Context: an optimization exercise on an open-source flow, tuned for small area, a short achievable clock period and few clock cycles per item. The choices shown serve that exercise and are no tape-out recipe.
Function was checked by simulation only, so behaviour that the tests miss may differ from the original.
Power and IR drop assume default switching activity.

File: flow/design.v
module cffu_chk (
    input  wire        clk,
    input  wire        rst,           
    input  wire        cmd_valid,
    output wire        cmd_ready,
    input  wire        cmd_crc32,     
    input  wire [19:0] cmd_len,       
    input  wire [31:0] cmd_expect,    
    input  wire        in_valid,
    output wire        in_ready,
    input  wire [31:0] in_data,
    output reg         done,
    output wire [31:0] result,
    output reg         match
);
    localparam [31:0] CRC_POLY = 32'hEDB88320;
    reg         cr_q;         
    reg         rdy_q;        
    reg         st_ini;       
    reg         st_run;       
    reg         st_afin;      
    reg         st_inv;       
    reg         st_fin;       
    reg  [3:0]  kcnt;
    reg         qstep, a_ex, b_ex;
    reg  [4:0]  icnt;
    reg         empty;        
    reg         alg_crc;
    reg  [1:0]  zpad;         
    reg  [31:0] expect_q;
    reg  [17:0] wcnt;         
    reg         wpart;        
    reg         last1;        
    reg  [31:0] in_q;
    reg         in_v, in_l;
    reg  [9:0]  sw_s;
    reg  [11:0] sw_w;
    reg         sw_v, sw_l;
    reg  [16:0] xq;           
    reg         ga_q, gb_q;   
    reg  [15:0] lo, hi;       
    reg         a16;          
    reg  [1:0]  bh;           
    assign cmd_ready = cr_q;
    assign in_ready  = rdy_q;
    assign result    = {hi, lo};
    wire accept = cmd_valid & cr_q;
    wire crc_last = st_run & alg_crc & in_v & in_l;
    wire adl_last = st_run & !alg_crc & sw_v & sw_l;
    wire take   = in_valid & rdy_q;
    function [17:0] ks_add(input [17:0] a, input [17:0] b);
        integer i, d;
        reg [17:0] g, p, gg, pp;
        begin
            p  = a ^ b;
            g  = a & b;
            gg = g;
            pp = p;
            for (d = 1; d < 18; d = d * 2)
                for (i = 17; i >= d; i = i - 1) begin
                    gg[i] = gg[i] | (pp[i] & gg[i-d]);
                    pp[i] = pp[i] & pp[i-d];
                end
            ks_add = p ^ {gg[16:0], 1'b0};
        end
    endfunction
    function [17:0] csa_s(input [17:0] a, input [17:0] b, input [17:0] c);
        csa_s = a ^ b ^ c;
    endfunction
    function [17:0] csa_c(input [17:0] a, input [17:0] b, input [17:0] c);
        csa_c = {(a[16:0] & b[16:0]) | (a[16:0] & c[16:0]) | (b[16:0] & c[16:0]), 1'b0};
    endfunction
    function [17:0] add3(input [17:0] a, input [17:0] b, input [17:0] c);
        add3 = ks_add(csa_s(a, b, c), csa_c(a, b, c));
    endfunction
    function [6:0] mul15(input [2:0] x);
        case (x)
            3'd0: mul15 = 7'd0;
            3'd1: mul15 = 7'd15;
            3'd2: mul15 = 7'd30;
            3'd3: mul15 = 7'd45;
            3'd4: mul15 = 7'd60;
            3'd5: mul15 = 7'd75;
            3'd6: mul15 = 7'd90;
            default: mul15 = 7'd105;
        endcase
    endfunction
    wire [17:0] len_w  = cmd_len[19:2];
    wire        len_p  = |cmd_len[1:0];
    wire        wc0    = (wcnt == 18'd0);
    wire        wc1    = (wcnt == 18'd1);
    wire        wc2    = (wcnt == 18'd2);
    reg  [17:0] wdec;
    integer     k;
    always @(*) begin
        for (k = 0; k < 18; k = k + 1)
            wdec[k] = wcnt[k] ^ ~(|(wcnt & ((18'd1 << k) - 18'd1)));
    end
    reg [31:0] tmask;
    always @(*) begin
        case (zpad)
            2'd1:    tmask = 32'h00FFFFFF;
            2'd2:    tmask = 32'h0000FFFF;
            2'd3:    tmask = 32'h000000FF;
            default: tmask = 32'hFFFFFFFF;
        endcase
    end
    wire [31:0] in_m = in_data & (last1 ? tmask : 32'hFFFFFFFF);
    wire [7:0]  d0 = in_q[7:0], d1 = in_q[15:8], d2 = in_q[23:16], d3 = in_q[31:24];
    wire [17:0] e0 = {10'd0, d0}, e1 = {10'd0, d1}, e2 = {10'd0, d2}, e3 = {10'd0, d3};
    wire [17:0] s_a = csa_s(e0, e1, e2), s_b = csa_c(e0, e1, e2);
    wire [17:0] s_sum18 = add3(s_a, s_b, e3);
    wire [9:0]  s_sum = s_sum18[9:0];
    wire [17:0] w_a = csa_s(e0 << 2, e1 << 1, e1), w_b = csa_c(e0 << 2, e1 << 1, e1);
    wire [17:0] w_c = csa_s(w_a, w_b, e2 << 1), w_d = csa_c(w_a, w_b, e2 << 1);
    wire [17:0] w_sum18 = add3(w_c, w_d, e3);
    wire [11:0] w_sum = w_sum18[11:0];
    wire [3:0]  zk     = {2'd0, zpad};
    wire        afin_n = adl_last | (st_ini & empty & !alg_crc) | (st_afin & !b_ex);
    wire [3:0]  kcnt_n = st_afin ? kcnt + 4'd1 : 4'd0;
    wire        qstep_n = afin_n & (zpad != 2'd0) & (kcnt_n >= 4'd2) & (kcnt_n <= zk + 4'd1);
    wire        a_ex_n  = afin_n & (kcnt_n == 4'd2);
    wire        b_ex_n  = afin_n & (kcnt_n == ((zpad == 2'd0) ? 4'd3 : zk + 4'd5));
    wire        ga_set = st_afin & (kcnt == 4'd1);
    wire        gb_set = st_afin & (kcnt == ((zpad == 2'd0) ? 4'd2 : zk + 4'd4));
    wire        ge_a   = (&lo[15:4]) & (|lo[3:0]);
    wire        ge_b   = (&hi[15:4]) & (|hi[3:0]);
    wire        fa     = a16 | ga_q;
    wire [1:0]  fb     = {bh[1], bh[0] | gb_q};
    wire [2:0]  a_top  = {a16, lo[15:14]};
    wire [17:0] a_nx18 = add3({2'd0, lo}, {14'd0, fa, fa, fa, fa}, {8'd0, sw_s});
    wire [16:0] a_nx   = a_nx18[16:0];
    wire [17:0] b_nx   = add3({2'd0, hi}, {11'd0, mul15({1'b0, fb})}, {1'b0, xq});
    wire [16:0] x_op1  = sw_v ? {1'b0, lo[13:0], 2'd0} : qstep ? {1'b0, ~lo} : 17'd0;
    wire [16:0] x_op2  = sw_v ? {10'd0, mul15(a_top)} : 17'd0;
    wire [16:0] x_op3  = {5'd0, sw_w} | (qstep ? 17'd65507 : 17'd0);
    wire [17:0] x_nx18 = add3({1'b0, x_op1}, {1'b0, x_op2}, {1'b0, x_op3});
    wire [16:0] x_nx   = x_nx18[16:0];
    function [31:0] crc32_unbit(input [31:0] r);
        reg [31:0] t;
        begin
            t = r[31] ? (r ^ CRC_POLY) : r;
            crc32_unbit = {t[30:0], r[31]};
        end
    endfunction
    wire [31:0] crc_c  = {hi, lo};
    wire [31:0] crc_x  = ~crc_c ^ in_q;
    wire [31:0] crc_t;
    assign crc_t[0] = ((((crc_x[0] ^ crc_x[1]) ^ (crc_x[2] ^ crc_x[3])) ^ ((crc_x[4] ^ crc_x[6]) ^ (crc_x[7] ^ crc_x[8]))) ^ (((crc_x[16] ^ crc_x[20]) ^ (crc_x[22] ^ crc_x[23])) ^ crc_x[26]));
    assign crc_t[1] = ((((crc_x[1] ^ crc_x[2]) ^ (crc_x[3] ^ crc_x[4])) ^ ((crc_x[5] ^ crc_x[7]) ^ (crc_x[8] ^ crc_x[9]))) ^ (((crc_x[17] ^ crc_x[21]) ^ (crc_x[23] ^ crc_x[24])) ^ crc_x[27]));
    assign crc_t[2] = ((((crc_x[0] ^ crc_x[2]) ^ (crc_x[3] ^ crc_x[4])) ^ ((crc_x[5] ^ crc_x[6]) ^ (crc_x[8] ^ crc_x[9]))) ^ (((crc_x[10] ^ crc_x[18]) ^ (crc_x[22] ^ crc_x[24])) ^ (crc_x[25] ^ crc_x[28])));
    assign crc_t[3] = ((((crc_x[1] ^ crc_x[3]) ^ (crc_x[4] ^ crc_x[5])) ^ ((crc_x[6] ^ crc_x[7]) ^ (crc_x[9] ^ crc_x[10]))) ^ (((crc_x[11] ^ crc_x[19]) ^ (crc_x[23] ^ crc_x[25])) ^ (crc_x[26] ^ crc_x[29])));
    assign crc_t[4] = ((((crc_x[2] ^ crc_x[4]) ^ (crc_x[5] ^ crc_x[6])) ^ ((crc_x[7] ^ crc_x[8]) ^ (crc_x[10] ^ crc_x[11]))) ^ (((crc_x[12] ^ crc_x[20]) ^ (crc_x[24] ^ crc_x[26])) ^ (crc_x[27] ^ crc_x[30])));
    assign crc_t[5] = ((((crc_x[0] ^ crc_x[3]) ^ (crc_x[5] ^ crc_x[6])) ^ ((crc_x[7] ^ crc_x[8]) ^ (crc_x[9] ^ crc_x[11]))) ^ (((crc_x[12] ^ crc_x[13]) ^ (crc_x[21] ^ crc_x[25])) ^ ((crc_x[27] ^ crc_x[28]) ^ crc_x[31])));
    assign crc_t[6] = ((((crc_x[0] ^ crc_x[2]) ^ (crc_x[3] ^ crc_x[9])) ^ ((crc_x[10] ^ crc_x[12]) ^ (crc_x[13] ^ crc_x[14]))) ^ (((crc_x[16] ^ crc_x[20]) ^ (crc_x[23] ^ crc_x[28])) ^ crc_x[29]));
    assign crc_t[7] = ((((crc_x[1] ^ crc_x[3]) ^ (crc_x[4] ^ crc_x[10])) ^ ((crc_x[11] ^ crc_x[13]) ^ (crc_x[14] ^ crc_x[15]))) ^ (((crc_x[17] ^ crc_x[21]) ^ (crc_x[24] ^ crc_x[29])) ^ crc_x[30]));
    assign crc_t[8] = ((((crc_x[0] ^ crc_x[2]) ^ (crc_x[4] ^ crc_x[5])) ^ ((crc_x[11] ^ crc_x[12]) ^ (crc_x[14] ^ crc_x[15]))) ^ (((crc_x[16] ^ crc_x[18]) ^ (crc_x[22] ^ crc_x[25])) ^ (crc_x[30] ^ crc_x[31])));
    assign crc_t[9] = ((((crc_x[0] ^ crc_x[2]) ^ (crc_x[4] ^ crc_x[5])) ^ ((crc_x[7] ^ crc_x[8]) ^ (crc_x[12] ^ crc_x[13]))) ^ (((crc_x[15] ^ crc_x[17]) ^ (crc_x[19] ^ crc_x[20])) ^ (crc_x[22] ^ crc_x[31])));
    assign crc_t[10] = ((((crc_x[0] ^ crc_x[2]) ^ (crc_x[4] ^ crc_x[5])) ^ ((crc_x[7] ^ crc_x[9]) ^ (crc_x[13] ^ crc_x[14]))) ^ ((crc_x[18] ^ crc_x[21]) ^ (crc_x[22] ^ crc_x[26])));
    assign crc_t[11] = ((((crc_x[1] ^ crc_x[3]) ^ (crc_x[5] ^ crc_x[6])) ^ ((crc_x[8] ^ crc_x[10]) ^ (crc_x[14] ^ crc_x[15]))) ^ ((crc_x[19] ^ crc_x[22]) ^ (crc_x[23] ^ crc_x[27])));
    assign crc_t[12] = ((((crc_x[2] ^ crc_x[4]) ^ (crc_x[6] ^ crc_x[7])) ^ ((crc_x[9] ^ crc_x[11]) ^ (crc_x[15] ^ crc_x[16]))) ^ ((crc_x[20] ^ crc_x[23]) ^ (crc_x[24] ^ crc_x[28])));
    assign crc_t[13] = ((((crc_x[0] ^ crc_x[3]) ^ (crc_x[5] ^ crc_x[7])) ^ ((crc_x[8] ^ crc_x[10]) ^ (crc_x[12] ^ crc_x[16]))) ^ (((crc_x[17] ^ crc_x[21]) ^ (crc_x[24] ^ crc_x[25])) ^ crc_x[29]));
    assign crc_t[14] = ((((crc_x[0] ^ crc_x[1]) ^ (crc_x[4] ^ crc_x[6])) ^ ((crc_x[8] ^ crc_x[9]) ^ (crc_x[11] ^ crc_x[13]))) ^ (((crc_x[17] ^ crc_x[18]) ^ (crc_x[22] ^ crc_x[25])) ^ (crc_x[26] ^ crc_x[30])));
    assign crc_t[15] = ((((crc_x[1] ^ crc_x[2]) ^ (crc_x[5] ^ crc_x[7])) ^ ((crc_x[9] ^ crc_x[10]) ^ (crc_x[12] ^ crc_x[14]))) ^ (((crc_x[18] ^ crc_x[19]) ^ (crc_x[23] ^ crc_x[26])) ^ (crc_x[27] ^ crc_x[31])));
    assign crc_t[16] = ((((crc_x[1] ^ crc_x[4]) ^ (crc_x[7] ^ crc_x[10])) ^ ((crc_x[11] ^ crc_x[13]) ^ (crc_x[15] ^ crc_x[16]))) ^ (((crc_x[19] ^ crc_x[22]) ^ (crc_x[23] ^ crc_x[24])) ^ ((crc_x[26] ^ crc_x[27]) ^ crc_x[28])));
    assign crc_t[17] = ((((crc_x[2] ^ crc_x[5]) ^ (crc_x[8] ^ crc_x[11])) ^ ((crc_x[12] ^ crc_x[14]) ^ (crc_x[16] ^ crc_x[17]))) ^ (((crc_x[20] ^ crc_x[23]) ^ (crc_x[24] ^ crc_x[25])) ^ ((crc_x[27] ^ crc_x[28]) ^ crc_x[29])));
    assign crc_t[18] = ((((crc_x[0] ^ crc_x[3]) ^ (crc_x[6] ^ crc_x[9])) ^ ((crc_x[12] ^ crc_x[13]) ^ (crc_x[15] ^ crc_x[17]))) ^ (((crc_x[18] ^ crc_x[21]) ^ (crc_x[24] ^ crc_x[25])) ^ ((crc_x[26] ^ crc_x[28]) ^ (crc_x[29] ^ crc_x[30]))));
    assign crc_t[19] = (((((crc_x[0] ^ crc_x[1]) ^ (crc_x[4] ^ crc_x[7])) ^ ((crc_x[10] ^ crc_x[13]) ^ (crc_x[14] ^ crc_x[16]))) ^ (((crc_x[18] ^ crc_x[19]) ^ (crc_x[22] ^ crc_x[25])) ^ ((crc_x[26] ^ crc_x[27]) ^ (crc_x[29] ^ crc_x[30])))) ^ crc_x[31]);
    assign crc_t[20] = (((((crc_x[0] ^ crc_x[3]) ^ (crc_x[4] ^ crc_x[5])) ^ ((crc_x[6] ^ crc_x[7]) ^ (crc_x[11] ^ crc_x[14]))) ^ (((crc_x[15] ^ crc_x[16]) ^ (crc_x[17] ^ crc_x[19])) ^ ((crc_x[22] ^ crc_x[27]) ^ (crc_x[28] ^ crc_x[30])))) ^ crc_x[31]);
    assign crc_t[21] = ((((crc_x[0] ^ crc_x[2]) ^ (crc_x[3] ^ crc_x[5])) ^ ((crc_x[12] ^ crc_x[15]) ^ (crc_x[17] ^ crc_x[18]))) ^ (((crc_x[22] ^ crc_x[26]) ^ (crc_x[28] ^ crc_x[29])) ^ crc_x[31]));
    assign crc_t[22] = ((((crc_x[2] ^ crc_x[7]) ^ (crc_x[8] ^ crc_x[13])) ^ ((crc_x[18] ^ crc_x[19]) ^ (crc_x[20] ^ crc_x[22]))) ^ ((crc_x[26] ^ crc_x[27]) ^ (crc_x[29] ^ crc_x[30])));
    assign crc_t[23] = ((((crc_x[0] ^ crc_x[3]) ^ (crc_x[8] ^ crc_x[9])) ^ ((crc_x[14] ^ crc_x[19]) ^ (crc_x[20] ^ crc_x[21]))) ^ (((crc_x[23] ^ crc_x[27]) ^ (crc_x[28] ^ crc_x[30])) ^ crc_x[31]));
    assign crc_t[24] = ((((crc_x[2] ^ crc_x[3]) ^ (crc_x[6] ^ crc_x[7])) ^ ((crc_x[8] ^ crc_x[9]) ^ (crc_x[10] ^ crc_x[15]))) ^ (((crc_x[16] ^ crc_x[21]) ^ (crc_x[23] ^ crc_x[24])) ^ ((crc_x[26] ^ crc_x[28]) ^ (crc_x[29] ^ crc_x[31]))));
    assign crc_t[25] = ((((crc_x[1] ^ crc_x[2]) ^ (crc_x[6] ^ crc_x[9])) ^ ((crc_x[10] ^ crc_x[11]) ^ (crc_x[17] ^ crc_x[20]))) ^ (((crc_x[23] ^ crc_x[24]) ^ (crc_x[25] ^ crc_x[26])) ^ ((crc_x[27] ^ crc_x[29]) ^ crc_x[30])));
    assign crc_t[26] = ((((crc_x[2] ^ crc_x[3]) ^ (crc_x[7] ^ crc_x[10])) ^ ((crc_x[11] ^ crc_x[12]) ^ (crc_x[18] ^ crc_x[21]))) ^ (((crc_x[24] ^ crc_x[25]) ^ (crc_x[26] ^ crc_x[27])) ^ ((crc_x[28] ^ crc_x[30]) ^ crc_x[31])));
    assign crc_t[27] = (((((crc_x[0] ^ crc_x[1]) ^ (crc_x[2] ^ crc_x[6])) ^ ((crc_x[7] ^ crc_x[11]) ^ (crc_x[12] ^ crc_x[13]))) ^ (((crc_x[16] ^ crc_x[19]) ^ (crc_x[20] ^ crc_x[23])) ^ ((crc_x[25] ^ crc_x[27]) ^ (crc_x[28] ^ crc_x[29])))) ^ crc_x[31]);
    assign crc_t[28] = ((((crc_x[0] ^ crc_x[4]) ^ (crc_x[6] ^ crc_x[12])) ^ ((crc_x[13] ^ crc_x[14]) ^ (crc_x[16] ^ crc_x[17]))) ^ (((crc_x[21] ^ crc_x[22]) ^ (crc_x[23] ^ crc_x[24])) ^ ((crc_x[28] ^ crc_x[29]) ^ crc_x[30])));
    assign crc_t[29] = ((((crc_x[0] ^ crc_x[1]) ^ (crc_x[5] ^ crc_x[7])) ^ ((crc_x[13] ^ crc_x[14]) ^ (crc_x[15] ^ crc_x[17]))) ^ (((crc_x[18] ^ crc_x[22]) ^ (crc_x[23] ^ crc_x[24])) ^ ((crc_x[25] ^ crc_x[29]) ^ (crc_x[30] ^ crc_x[31]))));
    assign crc_t[30] = ((((crc_x[3] ^ crc_x[4]) ^ (crc_x[7] ^ crc_x[14])) ^ ((crc_x[15] ^ crc_x[18]) ^ (crc_x[19] ^ crc_x[20]))) ^ (((crc_x[22] ^ crc_x[24]) ^ (crc_x[25] ^ crc_x[30])) ^ crc_x[31]));
    assign crc_t[31] = ((((crc_x[0] ^ crc_x[1]) ^ (crc_x[2] ^ crc_x[3])) ^ ((crc_x[5] ^ crc_x[6]) ^ (crc_x[7] ^ crc_x[15]))) ^ (((crc_x[19] ^ crc_x[21]) ^ (crc_x[22] ^ crc_x[25])) ^ crc_x[31]));
    wire [31:0] crc_nx = ~crc_t;
    wire [31:0] crc_iv = ~crc32_unbit(~crc_c);
    wire inv_last   = st_inv & (icnt == 5'd0);
    wire to_fin     = (crc_last & (zpad == 2'd0)) | (st_ini & empty & alg_crc) | b_ex | inv_last;
    always @(posedge clk) begin
        if (cr_q) begin
            alg_crc  <= cmd_crc32;
            zpad     <= -cmd_len[1:0];
            expect_q <= cmd_expect;
            empty    <= (cmd_len == 20'd0);
        end
        if (cr_q) begin
            wcnt  <= len_w;
            wpart <= len_p;
            last1 <= (len_w == 18'd1 && !len_p) || (len_w == 18'd0 && len_p);
        end else if (take) begin
            if (!wc0) wcnt <= wdec;
            else      wpart <= 1'b0;
            last1 <= (wc2 && !wpart) || (wc1 && wpart);
        end
        in_q <= in_m;
        sw_s <= in_v ? s_sum : 10'd0;
        sw_w <= in_v ? w_sum : 12'd0;
        xq   <= x_nx;
        ga_q <= ga_set & ge_a & !a16;
        gb_q <= gb_set & ge_b & !bh[0];
        if (st_ini) begin
            lo  <= alg_crc ? 16'd0 : 16'd1;
            hi  <= 16'd0;
            a16 <= 1'b0;
            bh  <= 2'd0;
        end else if (alg_crc) begin
            if (st_run & in_v)
                {hi, lo} <= crc_nx;
            else if (st_inv)
                {hi, lo} <= crc_iv;
        end else if (st_run | st_afin) begin
            {a16, lo} <= a_nx;
            {bh, hi}  <= b_nx;
            if (a_ex) a16 <= 1'b0;
            if (b_ex) bh  <= 2'd0;
        end
        if (st_ini)
            icnt <= {zpad, 3'b000} - 5'd1;
        else if (st_inv)
            icnt <= icnt - 5'd1;
        kcnt <= kcnt_n;
        if (rst) begin
            cr_q    <= 1'b1;
            rdy_q   <= 1'b0;
            st_ini  <= 1'b0;
            st_run  <= 1'b0;
            st_afin <= 1'b0;
            qstep   <= 1'b0;
            a_ex    <= 1'b0;
            b_ex    <= 1'b0;
            st_inv  <= 1'b0;
            st_fin  <= 1'b0;
            done    <= 1'b0;
            match   <= 1'b0;
            in_v    <= 1'b0;
            in_l    <= 1'b0;
            sw_v    <= 1'b0;
            sw_l    <= 1'b0;
        end else begin
            in_v <= take;
            in_l <= take & last1;
            sw_v <= in_v;
            sw_l <= in_l;
            done  <= st_fin;
            match <= ({hi, lo} == expect_q);
            st_ini  <= accept;
            st_run  <= (st_ini & !empty) | (st_run & !crc_last & !adl_last);
            st_afin <= afin_n;
            qstep   <= qstep_n;
            a_ex    <= a_ex_n;
            b_ex    <= b_ex_n;
            st_inv  <= (crc_last & (zpad != 2'd0)) | (st_inv & !inv_last);
            st_fin  <= to_fin;
            cr_q    <= to_fin | (cr_q & !accept);
            if (accept)
                rdy_q <= (cmd_len != 20'd0);
            else if (take & last1)
                rdy_q <= 1'b0;
        end
    end
endmodule
File: flow/flow/run.sh
#!/bin/bash
# Standard synthesis, then the combinational logic between the standard
# synthesis's registers is re-mapped by ABC for delay (registers, their names
# and cell types are kept as they are), then the standard layout.
set -euo pipefail
W=$(pwd)
R=$W/orfs/results/$FLOW_PLATFORM/cffu_chk/base
LIB=$FLOW_HOME/platforms/$FLOW_PLATFORM/lib/sky130_fd_sc_hd__tt_025C_1v80.lib

bash standard.sh synth > $W/flow_synth.log 2>&1

cp $R/1_2_yosys.v $W/standard_synth.v
DUARGS=""
for c in $(cat $W/flow/dontuse.txt); do DUARGS="$DUARGS -dont_use $c"; done
sed -e "s#@LIB@#$LIB#g" -e "s#@IN@#$W/standard_synth.v#" -e "s#@OUT@#$W/remapped.v#" \
    -e "s#@SCRIPT@#$W/flow/remap.abc#" -e "s#@DU@#$DUARGS#" $W/flow/remap.ys > $W/remap_run.ys
yosys -l $W/flow_remap.log -q $W/remap_run.ys > /dev/null 2>&1
cp $W/remapped.v $R/1_2_yosys.v
rm -f $R/1_synth.odb $R/1_synth.sdc

bash standard.sh > $W/flow_layout.log 2>&1
File: flow/flow/dontuse.txt
sky130_fd_sc_hd__probe_p_8 sky130_fd_sc_hd__probec_p_8 sky130_fd_sc_hd__lpflow_bleeder_1 sky130_fd_sc_hd__lpflow_clkbufkapwr_1 sky130_fd_sc_hd__lpflow_clkbufkapwr_16 sky130_fd_sc_hd__lpflow_clkbufkapwr_2 sky130_fd_sc_hd__lpflow_clkbufkapwr_4 sky130_fd_sc_hd__lpflow_clkbufkapwr_8 sky130_fd_sc_hd__lpflow_clkinvkapwr_1 sky130_fd_sc_hd__lpflow_clkinvkapwr_16 sky130_fd_sc_hd__lpflow_clkinvkapwr_2 sky130_fd_sc_hd__lpflow_clkinvkapwr_4 sky130_fd_sc_hd__lpflow_clkinvkapwr_8 sky130_fd_sc_hd__lpflow_decapkapwr_12 sky130_fd_sc_hd__lpflow_decapkapwr_3 sky130_fd_sc_hd__lpflow_decapkapwr_4 sky130_fd_sc_hd__lpflow_decapkapwr_6 sky130_fd_sc_hd__lpflow_decapkapwr_8 sky130_fd_sc_hd__lpflow_inputiso0n_1 sky130_fd_sc_hd__lpflow_inputiso0p_1 sky130_fd_sc_hd__lpflow_inputiso1n_1 sky130_fd_sc_hd__lpflow_inputiso1p_1 sky130_fd_sc_hd__lpflow_inputisolatch_1 sky130_fd_sc_hd__lpflow_isobufsrc_1 sky130_fd_sc_hd__lpflow_isobufsrc_16 sky130_fd_sc_hd__lpflow_isobufsrc_2 sky130_fd_sc_hd__lpflow_isobufsrc_4 sky130_fd_sc_hd__lpflow_isobufsrc_8 sky130_fd_sc_hd__lpflow_isobufsrckapwr_16 sky130_fd_sc_hd__lpflow_lsbuf_lh_hl_isowell_tap_1 sky130_fd_sc_hd__lpflow_lsbuf_lh_hl_isowell_tap_2 sky130_fd_sc_hd__lpflow_lsbuf_lh_hl_isowell_tap_4 sky130_fd_sc_hd__lpflow_lsbuf_lh_isowell_4 sky130_fd_sc_hd__lpflow_lsbuf_lh_isowell_tap_1 sky130_fd_sc_hd__lpflow_lsbuf_lh_isowell_tap_2 sky130_fd_sc_hd__lpflow_lsbuf_lh_isowell_tap_4
File: flow/flow/remap.abc
strash; dch; map -D 2000
File: flow/flow/remap.ys
read_liberty -ignore_miss_func @LIB@
blackbox sky130_fd_sc_hd__df* sky130_fd_sc_hd__edf* sky130_fd_sc_hd__sdf* sky130_fd_sc_hd__dl* sky130_fd_sc_hd__sed*
read_verilog @IN@
hierarchy -top cffu_chk
flatten
opt -purge
abc -script @SCRIPT@ -liberty @LIB@ @DU@
opt_clean
hilomap -singleton -hicell sky130_fd_sc_hd__conb_1 HI -locell sky130_fd_sc_hd__conb_1 LO
splitnets
opt_clean -purge
stat -liberty @LIB@
write_verilog -noattr -noexpr -nohex -nodec @OUT@
File: flow/standard.sh
#!/bin/bash
# synth_recipe.tcl (not shown) runs the flow's synth.tcl, then flattens the netlist and writes it again
# the make line also repeats each setting of config.mk as NAME=value (left out here)
make -C /OpenROAD-flow-scripts/flow DESIGN_CONFIG=/design/flow/config.mk WORK_HOME=/design/flow/orfs CLKGATE_MAP_FILE= SYNTH_SCRIPT=/design/flow/synth_recipe.tcl "${@:-finish}"
File: flow/config.mk
export PLATFORM = sky130hd
export DESIGN_NAME = cffu_chk
export DESIGN_NICKNAME = cffu_chk
export VERILOG_FILES = /design/flow/design.v
export SDC_FILE = /design/flow/constraint.sdc
export NUM_CORES = 4
export LEC_CHECK = 0
export CAP_MARGIN = 20
export CORE_MARGIN = 2
export CORE_UTILIZATION = 65
export SETUP_SLACK_MARGIN = 5
export SLEW_MARGIN = 20
File: flow/constraint.sdc
create_clock -name core_clock -period 8.0 [get_ports {clk}]
set_input_delay 1.6000 -clock core_clock [delete_from_list [all_inputs] [get_ports {clk}]]
set_output_delay 1.6000 -clock core_clock [all_outputs]
set_load 0.01 [all_outputs]
==> results of run 1 <==
power by group through the flow:
stage / sequential [W] / clock (W) / combinational (W)
after detailed placement: 0.00129 / 0 / 0.00264
after global placement: 0.00129 / 0 / 0.00261
after floorplan: 0.00125 / 0 / 0.00184
after CTS: 0.00125 / 0.000894 / 0.00279
how the worst max path moves through the flow:
stage	cells past startpoint	end	start
after CTS	19	lo[14]	lo[1]
after detailed placement	19	wcnt[10]	wcnt[1]
after global placement	16	xq[10]	qstep
after floorplan	19	wcnt[0]	wcnt[1]
routing by layer:
metal | global-route usage, % | GRT overflow
met3 | 59.4 | 2
met5 | 26.1 | 0
met1 | 74.8 | 1
met4 | 77.9 | 61
met2 | 93.4 | 68
repair_timing:
action	4_1_cts
setup buffers	68
pin swaps	32
resized for setup	160
cloned	3
endpoints found under the setup margin	126
per-stage QoR:
| step | cells | cell area [µm²] |
|---|---|---|
| after detailed placement | 2458 | 15800 |
| after floorplan | 2049 | 14200 |
| after global placement | 2458 | 15800 |
| after CTS | 2561 | 17400 |
==> results.py, run 1 <==
metrics = {
    "outcome": {
        "status": "did not finish",
        "failed_stage": "global routing (5_1_grt)",
        "firstError": "[ERROR GRT-0232] Routing congestion too high. Check the congestion heatmap in the GUI.",
    },
    "timing": {
        "crit_endpoint": "lo[14]$_SDFFCE_PP0P_/D",
        "worstEndpointType": "sequential cell input",
    },
    "die": {
        "die-height_um": 151,
        "rows": 53,
        "pin_count": 125,
        "die_w_um": 151,
        "start_util_pct": 66.7,
    },
    "place": {
        "place_hpwl_mm": 40.8,
        "numPortBuffers": 124,
        "pre_cts_ws_ns": 4.27,
        "finalWeightedCongestion": 1.09,
    },
    "clocking": {
        "cts_made_buffers": 17,
        "htree_num_levels": 4,
        "ctsHoldBuffers": 0,
        "cts_root_buffer": "clkbuf_16",
        "clock_path_buffers": 2,
    },
    "synthesis": {
        "yosys_warnings": 1,
        "syn_inst": 2049,
        "avgSynthCellArea_um2": 6.88,
        "syn_area_um2": 14100,
        "synth_nets": 2138,
    },
    "global_routing": {
        "grt_overflow": 132,
        "grt_max_degree": 38,
        "grt_usage_pct": 75.8,
    },
}
Testbench counts, summed over its fixed seeds: cycles 47,128, bytes 184,073.
==> run 2, diff against run 1 <==
--- a/flow/config.mk
+++ b/flow/config.mk
@@ -7,6 +7,6 @@
 export LEC_CHECK = 0
 export CAP_MARGIN = 20
 export CORE_MARGIN = 2
-export CORE_UTILIZATION = 65
+export CORE_UTILIZATION = 40
 export SETUP_SLACK_MARGIN = 5
 export SLEW_MARGIN = 20
==> results.py, run 2 <==
metrics = {
    "die": {
        "die_w_um": 192,
        "core_area_um2": 34600,
        "rows": 68,
        "pin_count": 125,
        "die-height_um": 192,
        "die_area_um2": 36800,
        "start_util_pct": 40.7,
    },
    "clocking": {
        "cts_tree": "yes",
        "cts_sinks": 189,
        "insertion_delay_ns": 0.47,
        "htree_num_levels": 4,
        "ctsHoldBuffers": 0,
        "cts_made_buffers": 17,
        "clock_path_buffers": 2,
        "cts_root_buffer": "clkbuf_16",
        "clkSlewWorstSetupHoldPaths_ns": 0.08,
    },
    "timing": {
        "fin_skew_ns": 0.0191,
        "drv_slew": 0,
        "setup_violations": 0,
        "worst_pin_slew_ns": 0.965,
        "tns_ns": 0,
        "hold_violations": 0,
        "grt_setup_unrepaired": "yes",
        "timing.fmax_ghz": 0.311,
        "max_slew_margin_pct": 35.1,
        "period_needed_ns": 3.21,
        "fin_crit_sh_pct": 40.1,
        "timing.hold.ws_ns": 0.407,
    },
    "global_routing": {
        "grt_pass1_wl_mm": 84.6,
        "antenna_found_initial": 4,
        "grt_overflow": 0,
        "grt_max_degree": 49,
        "grt_usage_pct": 31.8,
        "grt_pass1_vias": 13853,
    },
    "power": {
        "cellPowerDensity_nw_per_um2": 272,
        "power_w": 0.00527,
        "p_leak_nw": 7.61,
        "vdd.ir_drop.worst_uv": 178,
    },
    "outcome": {
        "status": "no timing/DRC/antenna violations",
    },
    "layout": {
        "final_cell_mix": "nand2_1 (332), nor2_1 (330), clkinv_1 (239)",
        "nNetsFinal": 2459,
        "largest_registers": "expect_q (32), in_q (32), wcnt (18)",
        "antennaDiodeCount": 0,
        "syn2layout_area_growth_pct": 37.2,
        "drive_above_1_share_pct": 22.3,
        "final_common_cell": "nand2_1",
    },
    "min_path": {
        "hold_path.class": "register to register",
    },
    "synthesis": {
        "avgSynthCellArea_um2": 6.88,
        "syn_inst": 2049,
        "synth_nets": 2138,
        "yosys_warnings": 1,
        "syn_area_um2": 14100,
    },
    "place": {
        "finalWeightedCongestion": 0.969,
        "place_hpwl_mm": 44.4,
        "numPortBuffers": 124,
    },
    "detailed_routing": {
        "drtIter0Drc": 1378,
        "dr.pass1.iters": 6,
        "vias": 15409,
        "totalWireLength_mm": 59.9,
        "drt-wirelength-per-cell_um": 21.1,
        "via_per_inst": 5.43,
        "ant_nets": 0,
        "drc": 0,
    },
    "critical_path": {
        "path_class": "register to register",
        "critPathMaxFanout": 4,
        "critical_path_required_ns": 8.30,
        "cp-start-kind": "register",
        "end_kind": "register",
        "worstPathArrival_ns": 3.51,
    },
    "job": {
        "cap_viol_max_count": 0,
    },
}
-- run 2: what timing repair did --
action                                  CTS  global route
pin swaps                                42            74
endpoints found under the setup margin  126           101
resized for setup                       198           262
setup buffers                           108            52
cloned                                    4             0
-- run 2: per-layer routing --
layer / part of all wire [%] / global-route usage [%] / up-vias
met2: 44 / 48.9 / 706
met3: 9.3 / 9.32 / 177
met4: 5.2 / 14.9 / 6
met1: 41 / 40.9 / 7191
li1: - / - / 7329
met5: 0.057 / 0 / -
-- run 2: where the power goes --
| part | internal (W) | switching [W] | leakage [nW] |
|---|---|---|---|
| registers | 0.00112 | 0.000133 | 1.70 |
| clock network | 0.000436 | 0.000432 | 0.276 |
| logic | 0.00121 | 0.00194 | 5.63 |
-- run 2: worst paths after layout --
path          start     to  slack (ns)  depth (start not counted)
max           lo[1]  lo[3]        4.79                         20
min          st_fin   done        0.41                          2
max reg2reg   lo[1]  lo[3]        4.79                         20
min reg2reg  st_fin   done        0.41                          2
-- run 2: area by class of cell --
class                   count  area [µm²]
well taps                 455         569
clock inverters            14         130
multi-input cells        1569        9680
repair buffers            298        2640
fillers                  3241       15300
inverters                 294        1240
clock buffers              18         429
flip-flops and latches    189        4660
repair inverters            1        6.26
-- run 2: through the flow --
stage | instance area, µm² | setup slack (ns) | std cells | utilization (%)
after floorplan | 14200 | 4.81 | 2049 | -
final | 19400 | 4.79 | 2838 | 55.9
after CTS | 18000 | 4.92 | 2786 | 51.9
after global placement | 16100 | 4.15 | 2642 | 46.4
after detailed placement | 16100 | 4.05 | 2642 | 46.5
after global routing | 19400 | 4.61 | 2838 | 55.9
-- run 2: worst max-delay path: stages (launching register included) --
cell and delay (ns):
edfxtp_1 0.43, buf_6 0.16, nor2_4 0.13, nor2_2 0.06
xor2_1 0.19, nand2_1 0.13, o21ai_2 0.09, nand2_2 0.09
buf_4 0.14, buf_4 0.12, buf_4 0.12, buf_4 0.12
buf_4 0.13, buf_4 0.12, buf_4 0.12, buf_4 0.12
buf_4 0.12, buf_4 0.12, buf_4 0.14, xnor2_2 0.14
a221oi_2 0.25
==> run 3, diff against run 2 <==
--- a/flow/flow/run.sh
+++ b/flow/flow/run.sh
@@ -1,7 +1,8 @@
 #!/bin/bash
 # Standard synthesis, then the combinational logic between the standard
 # synthesis's registers is re-mapped by ABC for delay (registers, their names
-# and cell types are kept as they are), then the standard layout.
+# and cell types are kept as they are), then the standard layout with
+# port buffers of our choosing.
 set -euo pipefail
 W=$(pwd)
 R=$W/orfs/results/$FLOW_PLATFORM/cffu_chk/base
@@ -18,4 +19,7 @@
 cp $W/remapped.v $R/1_2_yosys.v
 rm -f $R/1_synth.odb $R/1_synth.sdc
 
+# port buffers: see flow/ports.tcl
+export DONT_BUFFER_PORTS=1
+export PRE_GLOBAL_PLACE_TCL=$W/flow/ports.tcl
 bash standard.sh > $W/flow_layout.log 2>&1
==> flow/flow/ports.tcl (new file) <==
# Port buffers (one per input and output port, as the standard flow makes):
# small buffers on the inputs, a stronger one on the outputs.
buffer_ports -inputs -buffer_cell sky130_fd_sc_hd__buf_1
buffer_ports -outputs -buffer_cell sky130_fd_sc_hd__buf_2
==> results.py, run 3 <==
metrics = {
    "synthesis": {
        "avgSynthCellArea_um2": 6.88,
        "syn_area_um2": 14100,
        "syn_inst": 2049,
        "synth_nets": 2138,
        "yosys_warnings": 1,
    },
    "die": {
        "start_util_pct": 40.7,
        "core_area_um2": 34600,
        "die_w_um": 192,
        "die-height_um": 192,
        "die_area_um2": 36800,
        "rows": 68,
        "pin_count": 125,
    },
    "timing": {
        "fin_ws_ns": 4.64,
        "hold_violations": 0,
        "worst_pin_slew_ns": 0.827,
        "max_slew_margin_pct": 44.5,
        "setup_violations": 0,
        "period_needed_ns": 3.36,
        "timing.fmax_ghz": 0.298,
        "tns_ns": 0,
        "fin_skew_ns": 0.0184,
        "fin_crit_sh_pct": 42.0,
        "drv_slew": 0,
        "grt_setup_unrepaired": "yes",
    },
    "detailed_routing": {
        "vias": 14885,
        "totalWireLength_mm": 57.6,
        "drtIter0Drc": 1403,
        "dr.pass1.iters": 6,
        "via_per_inst": 5.53,
        "ant_nets": 0,
        "drc": 0,
        "drt-wirelength-per-cell_um": 21.4,
    },
    "critical_path": {
        "worstPathArrival_ns": 3.60,
        "startpoint": "lo[3]",
        "cp-start-kind": "register",
        "critical_path_required_ns": 8.24,
        "r2r_end": "lo[14]",
        "crit_path_end": "lo[14]",
        "path_class": "register to register",
        "end_kind": "register",
        "critPathMaxFanout": 7,
        "r2r_setup_slack_ns": 4.64,
        "r2r_cells": 18,
        "reg2reg_from": "lo[3]",
    },
    "job": {
        "cap_viol_max_count": 0,
    },
    "place": {
        "numPortBuffers": 124,
        "pre_cts_ws_ns": 3.96,
        "finalWeightedCongestion": 0.976,
        "postPlaceCellArea_um2": 14800,
        "place_hpwl_mm": 43.3,
    },
    "clocking": {
        "htree_num_levels": 4,
        "cts_root_buffer": "clkbuf_16",
        "cts_tree": "yes",
        "ctsHoldBuffers": 0,
        "cts_sinks": 189,
        "clock_path_buffers": 2,
        "clkSlewWorstSetupHoldPaths_ns": 0.09,
        "insertion_delay_ns": 0.48,
        "cts_made_buffers": 17,
    },
    "global_routing": {
        "grt_usage_pct": 30.8,
        "antenna_found_initial": 0,
        "grt_overflow": 0,
        "grt_max_degree": 48,
        "grt_pass1_wl_mm": 83.0,
        "grt_pass1_vias": 13538,
    },
    "power": {
        "cellPowerDensity_nw_per_um2": 292,
        "p_leak_nw": 7.03,
        "vdd.ir_drop.worst_uv": 192,
    },
    "min_path": {
        "hold_path.class": "register to register",
        "worstHoldStart": "st_fin",
        "hold_depth": 2,
    },
    "layout": {
        "fill_cells": 3348,
        "nNetsFinal": 2313,
        "multi_input_area_um2": 9730,
        "final_common_cell": "nor2_1",
        "drive_above_1_share_pct": 21.8,
        "final_area_um2": 18100,
        "post-route-util_pct": 52.2,
        "final_cell_mix": "nor2_1 (343), nand2_1 (336), clkinv_1 (239)",
        "syn2layout_area_growth_pct": 28.2,
        "largest_registers": "expect_q (32), in_q (32), wcnt (18)",
        "regArea_um2": 4610,
    },
    "outcome": {
        "status": "no timing/DRC/antenna violations",
    },
}
## run 3: cell count changes in the layout (fill, tap and decap cells not counted), sizes merged, moves of 3 or more
cell           delta
buf              -22
clkdlybuf4s50    -92
inv              -10
dlygate4sd2      -31
clkinvlp          -3
clkinv           +14
## run 3: repair_timing
action | CTS | global route
setup endpoints to repair | 92 | 97
resized for setup | 178 | 221
cloned | 4 | 0
pin swaps | 46 | 64
hold endpoints to repair | 0 | 0
buffers inserted | 106 | 33
## run 3: cell type report
type | count | share of cell area [%]
flip-flops and latches | 189 | 25.5
clock buffers | 17 | 2.35
clock inverters | 15 | 1.19
repair buffers | 152 | 7.13
well taps | 455 | 3.15
diodes | 1 | 0.0138
multi-input cells | 1569 | 53.8
inverters | 294 | 6.79
repair inverters | 1 | 0.0277
## run 3: worst max-delay path, cell delays in order, from the launching register on
cell	delay, ns
edfxtp_1	0.74
clkinv_2	0.19
nor2_4	0.16
nor2_2	0.04
xor2_1	0.15
o21bai_4	0.19
buf_4	0.13
clkinv_1	0.04
nor2_2	0.04
nor2_2	0.11
nor2_2	0.06
nor2_2	0.11
nor3_2	0.06
o31ai_2	0.26
nand3_1	0.15
o211ai_1	0.24
nand3_1	0.21
a21oi_1	0.17
a21oi_1	0.08
## run 3: worst min-delay path by stage
| stage | end |
|---|---|
| global route | done |
| CTS | done |
| detailed placement | done |
| finish | done |
| global placement | done |
| floorplan | done |
## run 3: through the flow
step                total power (W)  hold slack, ns  instances
CTS                         0.00498           0.419       2659
global route                0.00551           0.434       2692
detailed placement          0.00388           0.408       2517
global placement            0.00390           0.403       2517
finish                      0.00528           0.418       2693
floorplan                   0.00308           0.383       2049
## run 3: report_power, final
group          leakage [nW]  internal, W  total, W  switching, W
combinational          5.03      0.00114   0.00301       0.00188
clock                 0.309     0.000459  0.000942      0.000482
sequential             1.70      0.00111   0.00133      0.000213
## run 3: per-layer routing
metal | wire length [µm] | up-vias | track usage [%]
li1 | - | 7051 | -
met1 | 24600 | 7010 | 41.5
met2 | 26300 | 690 | 49.6
met3 | 4540 | 134 | 4.55
met4 | 2230 | 0 | 11.7
met5 | 0 | - | 0
==> run 4, diff against run 3 <==
--- a/flow/design.v
+++ b/flow/design.v
@@ -29,8 +29,6 @@
     reg  [1:0]  zpad;         
     reg  [31:0] expect_q;
     reg  [17:0] wcnt;         
-    reg         wpart;        
-    reg         last1;        
     reg  [31:0] in_q;
     reg         in_v, in_l;
     reg  [9:0]  sw_s;
@@ -87,14 +85,16 @@
     endfunction
     wire [17:0] len_w  = cmd_len[19:2];
     wire        len_p  = |cmd_len[1:0];
-    wire        wc0    = (wcnt == 18'd0);
     wire        wc1    = (wcnt == 18'd1);
     wire        wc2    = (wcnt == 18'd2);
-    reg  [17:0] wdec;
+    wire        last1  = in_v ? wc2 : wc1;
+    reg  [17:0] nwords, wdec;
     integer     k;
     always @(*) begin
-        for (k = 0; k < 18; k = k + 1)
-            wdec[k] = wcnt[k] ^ ~(|(wcnt & ((18'd1 << k) - 18'd1)));
+        for (k = 0; k < 18; k = k + 1) begin
+            nwords[k] = len_w[k] ^ (len_p & (&(len_w | ~((18'd1 << k) - 18'd1))));
+            wdec[k]   = wcnt[k] ^ ~(|(wcnt & ((18'd1 << k) - 18'd1)));
+        end
     end
     reg [31:0] tmask;
     always @(*) begin
@@ -189,15 +189,10 @@
             expect_q <= cmd_expect;
             empty    <= (cmd_len == 20'd0);
         end
-        if (cr_q) begin
-            wcnt  <= len_w;
-            wpart <= len_p;
-            last1 <= (len_w == 18'd1 && !len_p) || (len_w == 18'd0 && len_p);
-        end else if (take) begin
-            if (!wc0) wcnt <= wdec;
-            else      wpart <= 1'b0;
-            last1 <= (wc2 && !wpart) || (wc1 && wpart);
-        end
+        if (cr_q)
+            wcnt <= nwords;
+        else if (in_v)
+            wcnt <= wdec;
         in_q <= in_m;
         sw_s <= in_v ? s_sum : 10'd0;
         sw_w <= in_v ? w_sum : 12'd0;
==> results.py, run 4 <==
metrics = {
    "min_path": {
        "hold_path.class": "register to register",
        "hold_depth": 2,
        "holdPathEnd": "done",
        "worstHoldStart": "st_fin",
    },
    "critical_path": {
        "reg2reg_from": "lo[3]",
        "end_kind": "register",
        "critical_path_required_ns": 8.23,
        "r2r_setup_slack_ns": 4.67,
        "cp-start-kind": "register",
        "path_class": "register to register",
        "r2r_cells": 20,
        "r2r_end": "lo[4]",
        "worstPathArrival_ns": 3.56,
        "critPathMaxFanout": 7,
    },
    "global_routing": {
        "grt_overflow": 0,
        "antenna_found_initial": 0,
        "grt_pass1_wl_mm": 83.3,
        "grt_pass1_vias": 13965,
        "grt_max_degree": 57,
        "grt_usage_pct": 29.3,
    },
    "layout": {
        "nNetsFinal": 2342,
        "layout.cells.non_filler": 2727,
        "syn2layout_area_growth_pct": 26.2,
        "largest_registers": "expect_q (32), in_q (32), wcnt (18)",
        "final_common_cell": "nand2_1",
        "antennaDiodeCount": 0,
        "final_cell_mix": "nand2_1 (342), nor2_1 (295), clkinv_1 (253)",
        "drive_above_1_share_pct": 21.0,
        "fill_cells": 3463,
    },
    "clocking": {
        "ctsHoldBuffers": 0,
        "cts_tree": "yes",
        "insertion_delay_ns": 0.47,
        "cts_sinks": 187,
        "cts_made_buffers": 17,
        "clock_path_buffers": 2,
        "htree_num_levels": 4,
        "cts_root_buffer": "clkbuf_16",
        "clkSlewWorstSetupHoldPaths_ns": 0.08,
    },
    "die": {
        "pin_count": 125,
        "die-height_um": 194,
        "core_area_um2": 35500,
        "start_util_pct": 40.6,
        "die_w_um": 194,
        "die_area_um2": 37600,
        "rows": 69,
    },
    "detailed_routing": {
        "totalWireLength_mm": 56.5,
        "dr.pass1.iters": 5,
        "vias": 14931,
        "via_per_inst": 5.48,
        "drtIter0Drc": 1281,
        "drt-wirelength-per-cell_um": 20.7,
        "ant_nets": 0,
        "drc": 0,
    },
    "place": {
        "numPortBuffers": 124,
        "place_hpwl_mm": 42.8,
        "finalWeightedCongestion": 0.974,
        "placed_cells": 2565,
    },
    "timing": {
        "fin_crit_sh_pct": 41.6,
        "max_slew_margin_pct": 37.0,
        "period_needed_ns": 3.33,
        "worst_pin_slew_ns": 0.938,
        "fin_skew_ns": 0.0277,
        "timing.fmax_ghz": 0.301,
        "hold_violations": 0,
        "drv_slew": 0,
        "tns_ns": 0,
        "setup_violations": 0,
        "grt_setup_unrepaired": "yes",
    },
    "power": {
        "seq_power_share_pct": 26.8,
        "internal-power_w": 0.00262,
        "cellPowerDensity_nw_per_um2": 269,
        "p_clk_share_pct": 18.2,
        "p_sw_share_pct": 46.3,
        "vdd.ir_drop.worst_uv": 178,
        "p_sw_w": 0.00226,
        "pwr-share-comb_pct": 55.0,
        "p_leak_nw": 7.00,
    },
    "synthesis": {
        "syn_inst": 2091,
        "syn_area_um2": 14400,
        "avgSynthCellArea_um2": 6.89,
        "synth_nets": 2180,
        "yosys_warnings": 1,
    },
    "outcome": {
        "status": "no timing/DRC/antenna violations",
    },
    "job": {
        "cap_viol_max_count": 0,
    },
}
-- run 4: worst max-delay path: stages, from the launching register on --
cell and delay, ns:
edfxtp_1 0.71, clkinv_4 0.16, nor2_4 0.15, nor2_2 0.04, xor2_1 0.15, or2_4 0.25
nand3_4 0.08, nand3_4 0.07, buf_4 0.15, buf_4 0.12, buf_4 0.12, buf_4 0.12
buf_4 0.12, buf_4 0.12, buf_4 0.12, buf_4 0.12, buf_4 0.12, buf_4 0.12
buf_4 0.12, nand2_1 0.05, o21ai_1 0.06
-- run 4: what timing repair did --
action | in CTS | in global routing
endpoints found under the setup margin | 78 | 76
pin swaps | 47 | 62
resized for setup | 175 | 215
gates cloned | 0 | 0
setup buffers | 84 | 46
-- run 4: power groups by stage --
stage,logic [W],clock network (W),registers (W)
floorplan,0.00170,0,0.00123
global placement,0.00232,0,0.00131
detailed placement,0.00232,0,0.00131
CTS,0.00245,0.000900,0.00130
global route,0.00287,0.000934,0.00132
finish,0.00269,0.000890,0.00131
-- run 4: layout make-up --
class / count / area [µm²] / share of cell area [%]
sequential: 187 / 4580 / 25.2
tap: 461 / 577 / 3.17
clock inverter: 11 / 136 / 0.750
timing repair buffer: 143 / 1140 / 6.26
inverter: 297 / 1220 / 6.71
clock buffer: 21 / 472 / 2.59
multi-input combinational: 1607 / 10100 / 55.3
-- run 4: how the worst max path moves through the flow --
stage	endpoint	cells past startpoint	startpoint
floorplan	wcnt[17]	15	cmd_len[2]
global placement	hi[13]	8	in_v
detailed placement	hi[13]	8	in_v
CTS	lo[14]	17	lo[3]
global route	lo[15]	17	lo[3]
finish	lo[4]	20	lo[3]
-- run 4: layer usage --
| metal | up-vias | wire length [µm] | part of all wire, % | track usage (%) |
|---|---|---|---|---|
| li1 | 7188 | - | - | - |
| met1 | 6944 | 23800 | 42 | 38.4 |
| met2 | 656 | 25500 | 45 | 47.5 |
| met3 | 143 | 4650 | 8.2 | 5.95 |
| met4 | 0 | 2610 | 4.6 | 11.3 |
| met5 | - | 0 | 0 | 0 |
-- run 4: per-stage QoR --
| stage | area [µm²] | hold WS [ns] | power [W] | setup slack (ns) | util (%) |
|---|---|---|---|---|---|
| 2_1_floorplan | 14500 | 0.383 | 0.00292 | 4.51 | - |
| 3_3_place_gp | 15200 | 0.390 | 0.00363 | 3.80 | 42.7 |
| 3_5_place_dp | 15200 | 0.392 | 0.00362 | 3.73 | 42.7 |
| 4_1_cts | 17000 | 0.403 | 0.00465 | 4.77 | 47.9 |
| 5_1_grt | 18200 | 0.423 | 0.00512 | 4.59 | 51.2 |
| 6_report | 18200 | 0.402 | 0.00489 | 4.67 | 51.2 |
Testbench counts of run 4, summed over its fixed seeds: cycles 47,128, bytes 184,073.
==> run 5, diff against run 4 <==
--- a/flow/flow/run.sh
+++ b/flow/flow/run.sh
@@ -19,6 +19,8 @@
 cp $W/remapped.v $R/1_2_yosys.v
 rm -f $R/1_synth.odb $R/1_synth.sdc
 
+# repair settings, if any
+if [[ -f $W/flow/env.sh ]]; then source $W/flow/env.sh; fi
 # port buffers: see flow/ports.tcl
 export DONT_BUFFER_PORTS=1
 export PRE_GLOBAL_PLACE_TCL=$W/flow/ports.tcl
==> flow/flow/env.sh (new file) <==
export SETUP_MOVE_SEQUENCE=unbuffer,sizeup,swap,buffer,clone
==> results.py, run 5 <==
metrics = {
    "die": {
        "core_area_um2": 35500,
        "die_w_um": 194,
        "die-height_um": 194,
        "pin_count": 125,
        "rows": 69,
        "start_util_pct": 40.6,
        "die_area_um2": 37600,
    },
    "clocking": {
        "ctsHoldBuffers": 0,
        "insertion_delay_ns": 0.47,
        "cts_tree": "yes",
        "cts_root_buffer": "clkbuf_16",
        "cts_sinks": 187,
        "clkSlewWorstSetupHoldPaths_ns": 0.08,
        "clock_path_buffers": 2,
        "cts_made_buffers": 17,
        "htree_num_levels": 4,
    },
    "critical_path": {
        "r2r_cells": 20,
        "r2r_setup_slack_ns": 4.66,
        "r2r_end": "lo[4]",
        "critical_path_depth": 20,
        "path_delay_family": "buffers and inverters",
        "slowest_stage": "edfxtp_1",
        "critPathMaxFanout": 7,
        "reg2reg_from": "lo[3]",
        "path_class": "register to register",
        "path_cells": "clkinv_4 > nor2_4 > nor2_2 > xor2_1 > or2_4 > nand3_4 > nand3_4 > buf_4 > buf_4 > buf_4 > buf_4 > buf_4 > buf_4 > buf_4 > buf_4 > buf_4 > buf_4 > buf_4 > nand2_1 > o21ai_1",
        "end_kind": "register",
        "cp-start-kind": "register",
        "slowest_delay_ns": 0.72,
        "critical_path_required_ns": 8.23,
        "path_buf_inv": 12,
        "worstPathArrival_ns": 3.57,
        "cpMostUsedCell": "buf_4",
    },
    "layout": {
        "nNetsFinal": 2336,
        "drive_above_1_share_pct": 21.2,
        "antennaDiodeCount": 0,
        "final_common_cell": "nand2_1",
        "largest_registers": "expect_q (32), in_q (32), wcnt (18)",
        "fill_cells": 3459,
        "final_area_um2": 18300,
        "syn2layout_area_growth_pct": 26.7,
        "final_cell_mix": "nand2_1 (343), nor2_1 (295), clkinv_1 (256)",
    },
    "place": {
        "finalWeightedCongestion": 0.974,
        "numPortBuffers": 124,
        "place_hpwl_mm": 42.8,
        "postPlaceCellArea_um2": 15200,
    },
    "power": {
        "cellPowerDensity_nw_per_um2": 272,
        "vdd.ir_drop.worst_uv": 170,
        "p_leak_nw": 7.03,
    },
    "min_path": {
        "holdPathEnd": "done",
        "worstHoldStart": "st_fin",
        "hold_path.class": "register to register",
        "hold_depth": 2,
    },
    "timing": {
        "worst_pin_slew_ns": 0.985,
        "grt_setup_unrepaired": "yes",
        "hold_violations": 0,
        "timing.fmax_ghz": 0.299,
        "period_needed_ns": 3.34,
        "timing.hold.ws_ns": 0.401,
        "tns_ns": 0,
        "fin_crit_sh_pct": 41.8,
        "fin_skew_ns": 0.0213,
        "setup_violations": 0,
        "drv_slew": 0,
        "max_slew_margin_pct": 33.9,
    },
    "synthesis": {
        "avgSynthCellArea_um2": 6.89,
        "syn_area_um2": 14400,
        "yosys_warnings": 1,
        "synth_nets": 2180,
        "syn_inst": 2091,
    },
    "detailed_routing": {
        "vias": 14972,
        "drtIter0Drc": 1346,
        "ant_nets": 0,
        "dr.pass1.iters": 6,
        "drc": 0,
        "drt-wirelength-per-cell_um": 20.7,
        "via_per_inst": 5.50,
        "totalWireLength_mm": 56.4,
    },
    "global_routing": {
        "grt_overflow": 0,
        "antenna_found_initial": 0,
        "grt_pass1_wl_mm": 83.1,
        "grt_usage_pct": 29.2,
        "grt_pass1_vias": 13928,
        "grt_max_degree": 57,
    },
    "job": {
        "cap_viol_max_count": 0,
    },
    "outcome": {
        "status": "no timing/DRC/antenna violations",
    },
}
==> run 5: cell types whose count changed in the layout (fill, tap and decap cells not counted), sizes merged <==
cell / before / now
inv: 25 / 17
clkinv: 272 / 280
buf: 143 / 137
==> run 5: metrics by stage <==
stage / setup slack, ns / std cells / utilization, % / total power [W]
after floorplan: 4.51 / 2091 / - / 0.00292
after global placement: 3.80 / 2565 / 42.7 / 0.00363
after detailed placement: 3.73 / 2565 / 42.7 / 0.00362
after CTS: 4.77 / 2674 / 47.7 / 0.00464
after global routing: 4.57 / 2721 / 51.5 / 0.00521
final: 4.66 / 2721 / 51.5 / 0.00497
==> run 5: where the power goes <==
| part | switching (W) | total [W] | internal [W] |
|---|---|---|---|
| Sequential | 0.000215 | 0.00131 | 0.00110 |
| Combinational | 0.00168 | 0.00277 | 0.00109 |
| Clock | 0.000399 | 0.000891 | 0.000491 |
==> run 5: worst register-to-register path: cells and delay by family (launching register included) <==
kind | cells | cell delay, ns
buffers and inverters | 12 | 1.53
DFF | 1 | 0.72
and+or+nand+nor | 6 | 0.65
xor gates and xnor gates | 1 | 0.15
AOI/OAI and AO/OA | 1 | 0.06
==> run 5: repair_timing <==
action / 4_1_cts / 5_1_grt
buffers inserted: 77 / 47
pin swaps: 48 / 71
setup endpoints to repair: 78 / 76
gates resized for setup: 169 / 225
==> run 5: per-layer routing <==
| layer | global-route usage, % | routed length (µm) |
|---|---|---|
| met5 | 0 | 0 |
| met4 | 11.3 | 2650 |
| met3 | 5.79 | 4930 |
| met2 | 47.2 | 25300 |
| met1 | 38.4 | 23500 |
==> run 5: worst max-delay path by stage <==
| stage | from | to |
|---|---|---|
| finish | lo[3] | lo[4] |
| global route | lo[3] | lo[15] |
| CTS | lo[3] | lo[14] |
| detailed placement | in_v | hi[13] |
| global placement | in_v | hi[13] |
| floorplan | cmd_len[2] | wcnt[17] |
==> run 5: cell type report <==
cell class              instances  area, µm²  area share [%]
clock inverters                11        136           0.747
inverters                     297       1210            6.63
well taps                     461        577            3.16
flip-flops and latches        187       4570            25.0
clock buffers                  21        472            2.58
multi-input cells            1607      10200            55.7
repair buffers                137       1120            6.14
==> run 6, diff against run 5 <==
==> flow/flow/env.sh (replaced) <==
export SETUP_MOVE_SEQUENCE=unbuffer,sizeup,swap,clone
==> results.py, run 6 <==
metrics = {
    "place": {
        "finalWeightedCongestion": 0.974,
        "pre_cts_ws_ns": 3.73,
        "place_hpwl_mm": 42.8,
        "postPlaceCellArea_um2": 15200,
        "numPortBuffers": 124,
    },
    "clocking": {
        "clkSlewWorstSetupHoldPaths_ns": 0.08,
        "cts_sinks": 187,
        "htree_num_levels": 4,
        "cts_tree": "yes",
        "insertion_delay_ns": 0.46,
        "ctsHoldBuffers": 0,
        "cts_made_buffers": 17,
        "cts_root_buffer": "clkbuf_16",
        "clock_path_buffers": 2,
    },
    "timing": {
        "fin_crit_sh_pct": 42.7,
        "fin_ws_ns": 4.58,
        "timing.hold.ws_ns": 0.400,
        "setup_violations": 0,
        "worst_pin_slew_ns": 1.13,
        "tns_ns": 0,
        "drv_slew": 0,
        "fin_skew_ns": 0.0172,
        "grt_setup_unrepaired": "yes",
        "max_slew_margin_pct": 24.0,
        "period_needed_ns": 3.42,
        "hold_violations": 0,
        "timing.fmax_ghz": 0.293,
    },
    "layout": {
        "regArea_um2": 4570,
        "final_area_um2": 17000,
        "final_common_cell": "nand2_1",
        "largest_registers": "expect_q (32), in_q (32), wcnt (18)",
        "fill_cells": 3554,
        "multi_input_area_um2": 9970,
        "syn2layout_area_growth_pct": 18.3,
        "nNetsFinal": 2213,
        "drive_above_1_share_pct": 14.9,
        "final_cell_mix": "nand2_1 (344), nor2_1 (297), clkinv_1 (260)",
    },
    "detailed_routing": {
        "via_per_inst": 5.53,
        "ant_nets": 0,
        "drt-wirelength-per-cell_um": 21.1,
        "vias": 14385,
        "drtIter0Drc": 1398,
        "totalWireLength_mm": 54.9,
        "drc": 0,
        "dr.pass1.iters": 7,
    },
    "job": {
        "cap_viol_max_count": 0,
    },
    "critical_path": {
        "worstPathArrival_ns": 3.78,
        "path_class": "register to register",
        "critical_path_required_ns": 8.36,
        "crit_path_end": "hi[8]",
        "slowest_stage": "edfxtp_1",
        "critPathMaxFanout": 9,
        "end_kind": "register",
        "r2r_cells": 9,
        "path_cells": "clkinv_1 > nand2_1 > nand2_1 > xnor2_1 > xnor2_1 > xor2_1 > xor2_1 > o21ai_0 > a311oi_1",
        "reg2reg_from": "lo[10]",
        "startpoint": "lo[10]",
        "slowest_delay_ns": 0.70,
        "r2r_end": "hi[8]",
        "r2r_setup_slack_ns": 4.58,
        "cp-start-kind": "register",
    },
    "power": {
        "p_leak_nw": 6.33,
        "vdd.ir_drop.worst_uv": 174,
        "cellPowerDensity_nw_per_um2": 280,
    },
    "synthesis": {
        "syn_inst": 2091,
        "synth_nets": 2180,
        "avgSynthCellArea_um2": 6.89,
        "syn_area_um2": 14400,
        "yosys_warnings": 1,
    },
    "global_routing": {
        "grt_overflow": 0,
        "grt_pass1_vias": 13346,
        "antenna_found_initial": 1,
        "grt_usage_pct": 28.6,
        "grt_pass1_wl_mm": 81.1,
        "grt_max_degree": 57,
    },
    "min_path": {
        "hold_path.class": "register to register",
    },
    "die": {
        "die-height_um": 194,
        "start_util_pct": 40.6,
        "die_area_um2": 37600,
        "core_area_um2": 35500,
        "pin_count": 125,
        "rows": 69,
        "die_w_um": 194,
    },
    "outcome": {
        "status": "no timing/DRC/antenna violations",
    },
}
-- run 6: final cells by class --
class,count,area share (%)
Timing Repair Buffer,13,0.639
Antenna cell,2,0.0294
Tap cell,461,3.38
Multi-Input combinational cell,1608,58.5
Inverter,297,7.10
Sequential cell,187,26.8
Clock buffer,21,2.77
Clock inverter,11,0.800
-- run 6: worst min path at each step --
stage               cells past startpoint  endpoint    from
floorplan                               2      done  st_fin
global placement                        2      done  st_fin
detailed placement                      2      done  st_fin
CTS                                     2      done  st_fin
global route                            2      done  st_fin
finish                                  2      done  st_fin
-- run 6: where the power goes --
group,internal (W),switching (W)
logic,0.000955,0.00161
registers,0.00110,0.000214
clock network,0.000491,0.000397
total,0.00254,0.00222
-- run 6: metrics by stage --
stage	power [W]	cells	util, %
final	0.00477	2600	48.0
after global routing	0.00500	2598	48.0
after CTS	0.00459	2597	45.7
after detailed placement	0.00362	2565	42.7
after global placement	0.00363	2565	42.7
after floorplan	0.00292	2091	-
-- run 6: what timing repair did --
item                                    in CTS  in global routing
setup buffers                                0                  0
gates cloned                                 0                  1
endpoints found under the setup margin      78                 77
resized for setup                          138                205
pin swaps                                   18                 57
hold endpoints to repair                     0                  0
-- run 6: worst max-delay path: cells and delay by family (launching register included) --
kind,cells,cell delay (ns)
AO/OA/AOI/OAI,2,0.50
XOR/XNOR,4,1.23
buffers and inverters,1,0.43
flip-flops,1,0.70
AND/OR/NAND/NOR,2,0.44
-- run 6: per-layer routing --
layer  GRT usage (%)  up-vias  routed length (µm)
li1                -     6946                   -
met1            38.3     6710               23200
met2            46.9      638               25300
met3            5.71       91                4770
met4            7.72        0                1600
met5               0        -                   0
==> run 7, diff against run 6 <==
--- a/flow/config.mk
+++ b/flow/config.mk
@@ -7,6 +7,6 @@
 export LEC_CHECK = 0
 export CAP_MARGIN = 20
 export CORE_MARGIN = 2
-export CORE_UTILIZATION = 40
+export CORE_UTILIZATION = 52
 export SETUP_SLACK_MARGIN = 5
 export SLEW_MARGIN = 20
==> results.py, run 7 <==
metrics = {
    "min_path": {
        "holdPathEnd": "done",
        "worstHoldStart": "st_fin",
        "hold_depth": 2,
        "hold_path.class": "register to register",
    },
    "place": {
        "numPortBuffers": 124,
        "finalWeightedCongestion": 1.01,
        "postPlaceCellArea_um2": 15000,
        "place_hpwl_mm": 40.5,
    },
    "timing": {
        "worst_pin_slew_ns": 0.885,
        "fin_crit_sh_pct": 40.8,
        "grt_setup_unrepaired": "yes",
        "drv_slew": 0,
        "fin_skew_ns": 0.0126,
        "tns_ns": 0,
        "max_slew_margin_pct": 40.5,
        "timing.fmax_ghz": 0.306,
        "setup_violations": 0,
        "hold_violations": 0,
        "period_needed_ns": 3.26,
    },
    "power": {
        "p_leak_nw": 6.38,
        "vdd.ir_drop.worst_uv": 157,
        "cellPowerDensity_nw_per_um2": 283,
        "power_w": 0.00479,
    },
    "critical_path": {
        "cp-start-kind": "register",
        "path_buf_inv": 0,
        "path_class": "register to register",
        "slowest_stage": "edfxtp_1",
        "path_delay_family": "simple AND/OR/NAND/NOR gates",
        "critPathMaxFanout": 10,
        "critical_path_required_ns": 8.19,
        "end_kind": "register",
        "path_cells": "xor2_1 > or2_2 > nand3_2 > nand3_2 > nand2_2 > o21bai_1 > or2_4 > o211ai_1 > o211ai_1 > nand2_1 > o21a_4 > nand2_4 > a21oi_1 > a21oi_1",
        "slowest_delay_ns": 0.87,
        "r2r_setup_slack_ns": 4.74,
        "r2r_cells": 14,
        "r2r_end": "lo[15]",
        "reg2reg_from": "lo[2]",
        "worstPathArrival_ns": 3.45,
    },
    "synthesis": {
        "syn_inst": 2091,
        "avgSynthCellArea_um2": 6.89,
        "synth_nets": 2180,
        "yosys_warnings": 1,
        "syn_area_um2": 14400,
    },
    "die": {
        "die_w_um": 170,
        "die_area_um2": 29100,
        "core_area_um2": 27100,
        "pin_count": 125,
        "rows": 60,
        "start_util_pct": 53.2,
        "die-height_um": 170,
    },
    "detailed_routing": {
        "vias": 14399,
        "drtIter0Drc": 1338,
        "dr.pass1.iters": 5,
        "drt-wirelength-per-cell_um": 20.8,
        "via_per_inst": 5.75,
        "wl_met3_mm": 4.93,
        "totalWireLength_mm": 52.1,
        "route.met2.wl_mm": 22.9,
        "drc": 0,
        "ant_nets": 0,
        "top_layer": "met4",
        "met1_length_mm": 22.1,
    },
    "global_routing": {
        "grt_usage_pct": 35.7,
        "antenna_found_initial": 0,
        "grt_max_degree": 34,
        "grt_overflow": 0,
        "grt_pass1_wl_mm": 77.2,
        "grt_pass1_vias": 13023,
    },
    "layout": {
        "final_common_cell": "nand2_1",
        "nNetsFinal": 2209,
        "antennaDiodeCount": 0,
        "fill_cells": 2499,
        "final_cell_mix": "nand2_1 (343), nor2_1 (300), clkinv_1 (250)",
        "post-route-util_pct": 62.5,
        "syn2layout_area_growth_pct": 17.5,
        "drive_above_1_share_pct": 16.3,
        "largest_registers": "expect_q (32), in_q (32), wcnt (18)",
        "final_area_um2": 16900,
    },
    "clocking": {
        "cts_made_buffers": 17,
        "cts_sinks": 187,
        "postCtsSetupBuffers": 0,
        "clkSlewWorstSetupHoldPaths_ns": 0.08,
        "cts_tree": "yes",
        "htree_num_levels": 4,
        "insertion_delay_ns": 0.45,
        "cts_root_buffer": "clkbuf_16",
        "clock_path_buffers": 2,
        "ctsHoldBuffers": 0,
    },
    "outcome": {
        "status": "no timing/DRC/antenna violations",
    },
    "job": {
        "cap_viol_max_count": 0,
    },
}
run 7: metrics by stage:
step	instances	hold WS, ns	worst slack [ns]
after global placement	2473	0.392	3.79
after floorplan	2091	0.383	4.51
after CTS	2505	0.419	4.69
after global routing	2505	0.425	4.50
after detailed placement	2473	0.408	3.79
final	2505	0.419	4.74
run 7: worst reg2reg max path, cell delays in order (launching register included):
cell      delay, ns
edfxtp_1       0.87
xor2_1         0.17
or2_2          0.34
nand3_2        0.10
nand3_2        0.08
nand2_2        0.09
o21bai_1       0.09
or2_4          0.28
o211ai_1       0.22
o211ai_1       0.16
nand2_1        0.14
o21a_4         0.18
nand2_4        0.06
a21oi_1        0.14
a21oi_1        0.09
run 7: final cells by class:
class	count	area (µm²)	share of cell area [%]
Inverter	297	1220	7.21
Clock inverter	14	153	0.902
Timing Repair Buffer	10	78.8	0.466
Tap cell	372	465	2.75
Clock buffer	18	450	2.66
Sequential cell	187	4570	27.0
Multi-Input combinational cell	1607	9990	59.0
run 7: report_power, final:
| group | switching [W] | leakage, nW | internal [W] |
|---|---|---|---|
| registers | 0.000205 | 1.68 | 0.00110 |
| logic | 0.00163 | 4.41 | 0.000969 |
| clock network | 0.000421 | 0.292 | 0.000462 |
run 7: layer usage:
layer	track usage (%)	vias to the layer above
met5	0	-
met2	55.2	703
met1	49.1	6645
met3	7.19	126
li1	-	6925
met4	13.8	0
run 7: worst max-delay path by stage:
stage,start,slack [ns],depth (start not counted),endpoint
2_1_floorplan,cmd_len[2],4.51,15,wcnt[17]
3_3_place_gp,in_v,3.79,8,hi[13]
3_5_place_dp,in_v,3.79,8,hi[13]
4_1_cts,lo[3],4.69,17,lo[15]
5_1_grt,lo[8],4.50,17,xq[16]
6_report,lo[2],4.74,14,lo[15]
run 7: repair_timing:
action	in CTS	in global routing
pin swaps	30	58
resized for setup	164	205
hold endpoints to repair	0	0
endpoints found under the setup margin	97	93

-- re-timing with driven ports --
The flow's constraints put no driver on any port. The routed layouts listed below were extracted and timed again, unchanged, in two steps.
Step 1, drivers: a clkbuf_16 drives clk and a buf_2 each remaining input, both assumed.
Step 2 also shifts input and output timing later by t, the mid clock arrival at the registers, as if the neighbouring blocks saw the same clock.
a / b / c = no drivers / after step 1 / after step 2; a / b = the first two.
run	shift t [ns]	setup slack, ns
run 2	0.518	4.789 / 4.789 / 4.619
run 3	0.524	4.641 / 4.641 / 4.641
run 4	0.506	4.674 / 4.674 / 4.397
run 5	0.509	4.659 / 4.659 / 4.397
run 6	0.506	4.584 / 4.584 / 4.216
run 7	0.494	4.736 / 4.736 / 4.249
After both steps setup and hold are still met in every run listed.
